Context: an optimization exercise on an open-source flow, tuned for small area, a short achievable clock period and few clock cycles. The choices shown serve that exercise and are no tape-out recipe.
Only simulation tests tie the RTL to the original design; equivalence was not proved.
Power is estimated from default activity; no workload was simulated.

==> inputs of build 43 <==
Design pkt_engine, start of the top module:
module pkt_engine (
    input  wire        clk,
    input  wire        rst,           
    input  wire        bus_valid,
    input  wire        bus_write,
    input  wire [15:0] bus_addr,
    input  wire [1:0]  bus_size,      
    input  wire [31:0] bus_wdata,
    output wire        bus_ready,
    output reg  [31:0] bus_rdata,
    input  wire [31:0] now,
    output wire        sink_valid,
    output wire [7:0]  sink_data,
    output wire        sink_last
);
Settings: LEC_CHECK=0, CAP_MARGIN=20, CORE_MARGIN=2, CORE_UTILIZATION=45, CTS_BUF_LIST=sky130_fd_sc_hd__clkbuf_8, PLACE_DENSITY=0.6, SLEW_MARGIN=20; clock period 12.0 ns.
standard.sh (not shown) runs the stock make flow with config.mk's settings and CLKGATE_MAP_FILE= SYNTH_SCRIPT=/design/flow/synth_recipe.tcl, a recipe that flattens the netlist after the stock synthesis.
==> flow/flow/run.sh <==
#!/bin/bash
# The standard layout (the standard.sh: ORFS synthesis to the final layout),
# with repair_timing asked for a larger setup margin, so that it keeps sizing
# and buffering paths that already meet the clock period, and clock tree
# synthesis without dummy loads.
set -euo pipefail
bash standard.sh SETUP_SLACK_MARGIN=6.9 \
  "CTS_ARGS=-sink_clustering_enable -repair_clock_nets -dont_use_dummy_load -buf_list sky130_fd_sc_hd__clkbuf_8" \
  finish > standard_flow.log 2>&1
==> build 49 (differences from build 43) <==
--- a/flow/design.v
+++ b/flow/design.v
@@ -11,25 +11,23 @@
     input  wire [31:0] now,
     output wire        sink_valid,
     output wire [7:0]  sink_data,
     output wire        sink_last
 );
     localparam [7:0]   PREAMBLE_BYTE = 8'hAA;
     localparam [7:0]   START_BYTE    = 8'h7E;
-    reg        st_walk;        
-    reg        st_fold;        
-    reg        st_poll;        
-    reg        st_init;        
+    localparam [2:0] S_IDLE = 3'd0, S_WALK = 3'd1, S_FOLD = 3'd2, S_POLL = 3'd3, S_INIT = 3'd4;
+    reg [2:0]  state;
     reg        w_ok;           
     reg        r_ok;           
     reg        rd_pend;        
-    reg        rd_tx;          
     reg [5:0]  ra_off;         
+    reg        ra_rx;
     reg [1:0]  ra_size;
-    reg [31:0] now_q;          
+    reg [31:0] elapsed_q;      
     reg [31:0] cmd_q;
     reg [31:0] delay_cfg;
     reg        init_done;
     reg        role;           
     reg        ack_pending;
     reg [1:0]  cmd_err;
     reg        res_retry;      
@@ -57,18 +55,16 @@
     reg        e_send;         
     reg        csum_done;      
     reg [5:0]  p;              
     assign sink_valid = sink_v;
     assign sink_data  = sink_d;
     assign sink_last  = sink_l;
     integer i, k;
-    reg        stat_pend;      
-    reg [10:0] stat_inc_q;
-    wire busy = st_walk | st_fold | st_poll | st_init | e_active | stat_pend;
-    assign bus_ready = r_ok | (bus_write & w_ok);
+    wire busy = (state != S_IDLE) | e_active;
+    assign bus_ready = bus_write ? w_ok : r_ok;
     wire xfer_w    = bus_valid & bus_write & w_ok;
     wire xfer_r    = bus_valid & ~bus_write & ~r_ok & ~rd_pend & ~busy;
     wire in_regs   = (bus_addr[15:12] == 4'h0);
     wire in_tx     = (bus_addr[15:12] == 4'h1);
     wire in_rx     = (bus_addr[15:12] == 4'h2);
     wire reg_ok    = in_regs & (bus_size == 2'd2) & (bus_addr[1:0] == 2'b00) & (bus_addr[11:7] == 5'd0);
     wire win_ok    = (bus_size == 2'd0) |
@@ -103,16 +99,15 @@
     wire c_check = wr_cmd & (wop == 4'd3) & init_done;
     wire c_poll  = wr_cmd & (wop == 4'd4) & init_done;
     wire [1:0] c_err = ~op_ok ? 2'd1 : (~init_done & (wop != 4'd1)) ? 2'd2 :
                        ((wop == 4'd2) & ~len_ok) ? 2'd3 : 2'd0;
     wire [15:0] seq_inc  = (tx_seq == 16'hFFFF) ? 16'h0001 : tx_seq + 16'h0001;
     wire [15:0] send_seq = role ? rx_seq : seq_inc;
     wire [7:0]  send_dst = role ? peer_addr : bus_wdata[15:8];
-    wire [31:0] elapsed = now_q - t_send;
-    wire        timeout = ack_pending & (elapsed >= max_delay);
+    wire        timeout = ack_pending & (elapsed_q >= max_delay);
     wire [15:0] rx_fseq = {rxb[72 +: 8], rxb[64 +: 8]};
     wire [15:0] rx_flen = {rxb[88 +: 8], rxb[80 +: 8]};
     wire [15:0] rx_fcs  = {rxb[40 +: 8], rxb[32 +: 8]};
     reg        chk_fail;
     reg [3:0]  chk_code;
     always @(*) begin
         chk_fail = 1'b1;
@@ -131,19 +126,18 @@
         else if (rx_flen == 16'd0 || rx_flen > 16'd52)
             chk_code = 4'd7;
         else begin
             chk_code = 4'd0;
             chk_fail = 1'b0;
         end
     end
-    wire       walking = st_walk;
-    wire       spec = ~busy & ~rd_pend;
-    wire [1:0] m_hi = step | p[5:4] | ra_off[5:4];
-    wire [1:0] m_lo = p[3:2] | ra_off[3:2];
-    wire       m_rx = ~(e_active | st_poll | st_fold | (st_walk & ~walk_rx) | rd_tx);
+    wire       walking = (state == S_WALK);
+    wire [1:0] m_hi = busy ? (walking ? step : p[5:4]) : ra_off[5:4];
+    wire [1:0] m_lo = busy ? p[3:2] : ra_off[3:2];
+    wire       m_rx = busy ? (walking & walk_rx) : ra_rx;
     wire [31:0] l1 [0:3];
     genvar g;
     generate
         for (g = 0; g < 4; g = g + 1) begin : g_l1
             reg [31:0] t, r;
             always @(*) begin
                 case (m_hi)
@@ -155,19 +149,17 @@
             end
             assign l1[g] = m_rx ? r : t;
         end
     endgenerate
     wire [31:0] l2 = l1[m_lo];
     reg  [15:0] bmask;         
     reg  [15:0] wv [0:7];
-    wire [5:0] rxl = rx_flen[5:0];
-    wire [15:0] bmask_spec = {|rxl[5:2], (|rxl[5:2]) | (&rxl[1:0]), |rxl[5:1], 5'b11111, 8'd0};
     always @(*) begin
         for (i = 0; i < 16; i = i + 1)
-            bmask[i] = walking ? (({step, i[3:0]} >= 6'd8) & ({1'b0, step, i[3:0]} < lim)) : bmask_spec[i];
+            bmask[i] = ({step, i[3:0]} >= 6'd8) & ({1'b0, step, i[3:0]} < lim);
         for (i = 0; i < 4; i = i + 1) begin
             wv[2*i]   = {l1[i][15:8]  & {8{bmask[4*i+1]}}, l1[i][7:0]   & {8{bmask[4*i]}}};
             wv[2*i+1] = {l1[i][31:24] & {8{bmask[4*i+3]}}, l1[i][23:16] & {8{bmask[4*i+2]}}};
         end
     end
     wire [15:0] as_in = (step == 2'd0) ? 16'd0 : acc_s;
     wire [15:0] ac_in = (step == 2'd0) ? 16'd0 : acc_c;
@@ -185,61 +177,52 @@
     wire [31:0] r5 = csa(r2[31:16], r3[15:0], r3[31:16]);
     wire [31:0] r6 = csa(r4[15:0], r4[31:16], r5[15:0]);
     wire [31:0] r7 = csa(r5[31:16], wv[7], r6[15:0]);
     wire [31:0] r8 = csa(r6[31:16], r7[15:0], r7[31:16]);
     wire [16:0] e0   = {1'b0, acc_s} + {1'b0, acc_c};
     wire [15:0] e1   = acc_s + acc_c + 16'd1;
     wire [15:0] csum = ~(e0[16] ? e1 : e0[15:0]);
-    wire fold_send  = st_fold & ~walk_rx;
-    wire fold_check = st_fold & walk_rx;
+    wire fold_send  = (state == S_FOLD) & ~walk_rx;
+    wire fold_check = (state == S_FOLD) & walk_rx;
     wire csum_bad   = (rx_fcs != csum);
     wire is_dup     = role & (rx_fseq == rx_seq);
-    wire       poll_go  = st_poll & timeout;    
+    wire       poll_go  = (state == S_POLL) & timeout;    
     wire       emit_go  = poll_go | (fold_check & ~csum_bad & is_dup);
     wire [7:0] mux_byte = l2[8*p[1:0] +: 8];
     wire       p_const  = e_send & (p[5:2] == 4'd0);
     wire       can_load = ~e_send | p_const | fold_send | csum_done;
     wire [7:0] src_byte = p_const ? ((p[1:0] == 2'd3) ? START_BYTE : PREAMBLE_BYTE) :
                           fold_send ? csum[7:0] : mux_byte;
     wire       p_last   = ({1'b0, p} == {1'b0, tx_len} + 7'd11);
-    reg [10:0] stat_cmd;       
     reg [10:0] stat_inc;
     always @(*) begin
-        stat_cmd = 11'd0;
-        if (c_send) stat_cmd[0] = 1'b1;
-        if (c_check & chk_fail) stat_cmd[chk_code + 4'd2] = 1'b1;
-        stat_inc = stat_inc_q;
+        stat_inc = 11'd0;
+        if (c_send) stat_inc[0] = 1'b1;
+        if (c_check & chk_fail) stat_inc[chk_code + 4'd2] = 1'b1;
         if (poll_go) stat_inc[1] = 1'b1;
         if (fold_check) begin
             if (csum_bad)
                 stat_inc[10] = 1'b1;
             else if (is_dup) begin
                 stat_inc[3] = 1'b1;
                 stat_inc[1] = 1'b1;
             end else
                 stat_inc[2] = 1'b1;
         end
     end
-    wire stat_clr = st_init;
+    wire stat_clr = (state == S_INIT);
     always @(posedge clk) begin
-        if (rst) begin
-            stat_pend  <= 1'b0;
-            stat_inc_q <= 11'd0;
-        end else begin
-            stat_pend  <= |stat_cmd;
-            stat_inc_q <= stat_cmd;
-        end
         for (k = 0; k < 11; k = k + 1) begin
             if (rst || stat_clr)
                 stats[32*k +: 32] <= 32'd0;
             else if (stat_inc[k])
                 stats[32*k +: 32] <= stats[32*k +: 32] + 32'd1;
         end
     end
-    wire init_clr = st_init;
+    wire init_clr = (state == S_INIT);
     wire [7:0] ld0 = init_clr ? 8'd0 : lane0;
     wire [7:0] ld1 = init_clr ? 8'd0 : lane1;
     wire [7:0] ld2 = init_clr ? 8'd0 : lane2;
     wire [7:0] ld3 = init_clr ? 8'd0 : lane3;
     reg [7:0] hdr [0:11];
     always @(*) begin
         hdr[0]  = PREAMBLE_BYTE;
@@ -310,19 +293,15 @@
         if (xfer_r)
             bus_rdata <= reg_ok ? reg_rdata : 32'd0;
         else if (rd_pend)
             bus_rdata <= win_rdata;
     end
     always @(posedge clk) begin
         if (rst) begin
-            st_walk     <= 1'b0;
-            st_fold     <= 1'b0;
-            st_poll     <= 1'b0;
-            st_init     <= 1'b0;
-            rd_tx       <= 1'b0;
+            state       <= S_IDLE;
             w_ok        <= 1'b1;
             r_ok        <= 1'b0;
             cmd_q       <= 32'd0;
             delay_cfg   <= 32'd0;
             init_done   <= 1'b0;
             role        <= 1'b0;
             ack_pending <= 1'b0;
@@ -342,43 +321,43 @@
             step        <= 2'd0;
             step_last   <= 2'd0;
             lim         <= 7'd0;
             acc_s       <= 16'd0;
             acc_c       <= 16'd0;
             rd_pend     <= 1'b0;
             ra_off      <= 6'd0;
+            ra_rx       <= 1'b0;
             ra_size     <= 2'd0;
-            now_q       <= 32'd0;
+            elapsed_q   <= 32'd0;
             sink_v      <= 1'b0;
             sink_l      <= 1'b0;
             sink_d      <= 8'd0;
             e_active    <= 1'b0;
             e_send      <= 1'b0;
             csum_done   <= 1'b0;
             p           <= 6'd0;
         end else begin
             w_ok <= ~busy & ~sink_v & ~wr_cmd;
             r_ok    <= (xfer_r & ~rd_win) | rd_pend;
             rd_pend <= xfer_r & rd_win;
-            rd_tx   <= xfer_r & rd_win & in_tx;
-            if (xfer_r & rd_win) begin
+            if (xfer_r) begin
                 ra_off  <= bus_addr[5:0];
+                ra_rx   <= in_rx;
                 ra_size <= bus_size;
-            end else
-                ra_off  <= 6'd0;
+            end
             if (wr_delay)
                 delay_cfg <= bus_wdata;
             if (wr_cmd) begin
                 cmd_q   <= bus_wdata;
                 cmd_err <= c_err;
             end
             if (c_init)
-                st_init <= 1'b1;
-            if (st_init) begin
-                st_init     <= 1'b0;
+                state <= S_INIT;
+            if (state == S_INIT) begin
+                state       <= S_IDLE;
                 role        <= cmd_q[4];
                 local_addr  <= cmd_q[15:8];
                 peer_addr   <= cmd_q[23:16];
                 max_delay   <= delay_cfg;
                 tx_seq      <= 16'd0;
                 rx_seq      <= 16'd0;
                 ack_pending <= 1'b0;
@@ -396,60 +375,51 @@
                     ack_pending <= 1'b1;
                     t_send      <= now;
                     last_dest   <= bus_wdata[15:8];
                 end
                 tx_len    <= wlen[5:0];
                 res_retry <= 1'b0;
                 res_code  <= 4'd0;
-                st_walk   <= 1'b1;
+                state     <= S_WALK;
                 walk_rx   <= 1'b0;
                 step      <= 2'd0;
                 step_last <= (wlen[5:0] + 6'd11) >> 4;
                 lim       <= {1'b0, wlen[5:0]} + 7'd12;
                 csum_done <= 1'b0;
             end
             if (c_check) begin
                 if (chk_fail) begin
                     res_retry <= 1'b0;
                     res_code  <= chk_code;
                 end else begin
+                    state     <= S_WALK;
                     walk_rx   <= 1'b1;
-                    if (rx_flen[5:4] == 2'd0 && rx_flen[3:0] <= 4'd4) begin
-                        st_fold <= 1'b1;
-                    end else begin
-                        st_walk <= 1'b1;
-                        step    <= 2'd1;
-                    end
+                    step      <= 2'd0;
                     step_last <= (rx_flen[5:0] + 6'd11) >> 4;
                     lim       <= {1'b0, rx_flen[5:0]} + 7'd12;
                 end
             end
             if (c_poll) begin
                 res_retry <= 1'b1;
-                now_q     <= now;
-                st_poll   <= 1'b1;
+                elapsed_q <= now - t_send;
+                state     <= S_POLL;
             end
             if (poll_go)
                 retry <= retry + 32'd1;
-            if (st_poll)
-                st_poll <= 1'b0;
-            if (walking || spec) begin
+            if (state == S_POLL)
+                state <= S_IDLE;
+            if (walking) begin
                 acc_s <= r8[15:0];
                 acc_c <= r8[31:16];
+                step <= step + 2'd1;
+                if (step == step_last)
+                    state <= S_FOLD;
             end
-            if (walking) begin
-                if (step == step_last) begin
-                    st_walk <= 1'b0;
-                    st_fold <= 1'b1;
-                    step    <= 2'd0;
-                end else
-                    step <= step + 2'd1;
-            end
-            if (st_fold) begin
-                st_fold <= 1'b0;
+            if (state == S_FOLD) begin
+                state <= S_IDLE;
                 if (!walk_rx) begin
                     csum_done <= 1'b1;
                 end else begin
                     res_retry <= 1'b0;
                     if (csum_bad)
                         res_code <= 4'd8;
                     else if (is_dup)
==> flow/run.sh (new file) <==
#!/bin/bash
# synth_recipe.tcl (not shown) runs the flow's synth.tcl, then flattens the netlist and writes it again
# the make line also repeats each setting of config.mk as NAME=value (left out here)
make -C /OpenROAD-flow-scripts/flow DESIGN_CONFIG=/design/flow/config.mk WORK_HOME=/design/flow/orfs CLKGATE_MAP_FILE= SYNTH_SCRIPT=/design/flow/synth_recipe.tcl finish
==> flow/config.mk (replaced) <==
export PLATFORM = sky130hd
export DESIGN_NAME = pkt_engine
export DESIGN_NICKNAME = pkt_engine
export VERILOG_FILES = /design/flow/design.v
export SDC_FILE = /design/flow/constraint.sdc
export NUM_CORES = 4
export LEC_CHECK = 0
export CAP_MARGIN = 20
export CORE_MARGIN = 2
export CORE_UTILIZATION = 45
export PLACE_DENSITY = 0.6
export SETUP_SLACK_MARGIN = 5
export SLEW_MARGIN = 20
removed: flow/flow/run.sh
removed: flow/standard.sh
==> results.txt <==
- Die area: build 49 is smaller than build 43 (0.98%).
- Of build 49 and build 43, build 43 has the higher first-iteration DRC count (gap 17%, measured against build 43).
- In build 49 the sequential share of layout area is higher than in build 43, by 2.3 points.
- Register-to-register slack: build 49 is worse than build 43 (1300 ps).
- In build 43 the clock power is smaller than in build 49, by about 20%.
Testbench counts of build 43, summed over its fixed seeds: cycles 39,491.
Testbench counts of build 49, summed over its fixed seeds: cycles 39,907.

[re-timing with driven ports]
How much do the figures lean on ideal ports? The routed layouts below were timed once more, with nothing changed but the port constraints. Step 1 (the two cells are an assumption about what drives the block):
set clk [get_ports {clk}]
set_driving_cell -lib_cell sky130_fd_sc_hd__clkbuf_16 $clk
set_driving_cell -lib_cell sky130_fd_sc_hd__buf_2 [delete_from_list [all_inputs] $clk]
Step 2 moves the port delays by t, midway between the first and last clock arrival at a register: inputs arrive t later, outputs are due t later. That takes back most of the time a late clock gives input paths. Slacks: ideal ports / drivers / drivers and shift; pairs: ideal ports / drivers.
run	t (ns)	slack for setup (ns)	worst slew at a driven data input, ns	pins driven straight from the clock port
build 43	1.162	6.382 / 6.382 / 5.515	0.22	1
build 49	0.966	5.000 / 5.073 / 4.108	0.19	1
After both steps every run listed still meets setup and hold. For build 49, which loses most, drivers alone change the setup slack by +0.073 ns; drivers and shift together by -0.892 ns.
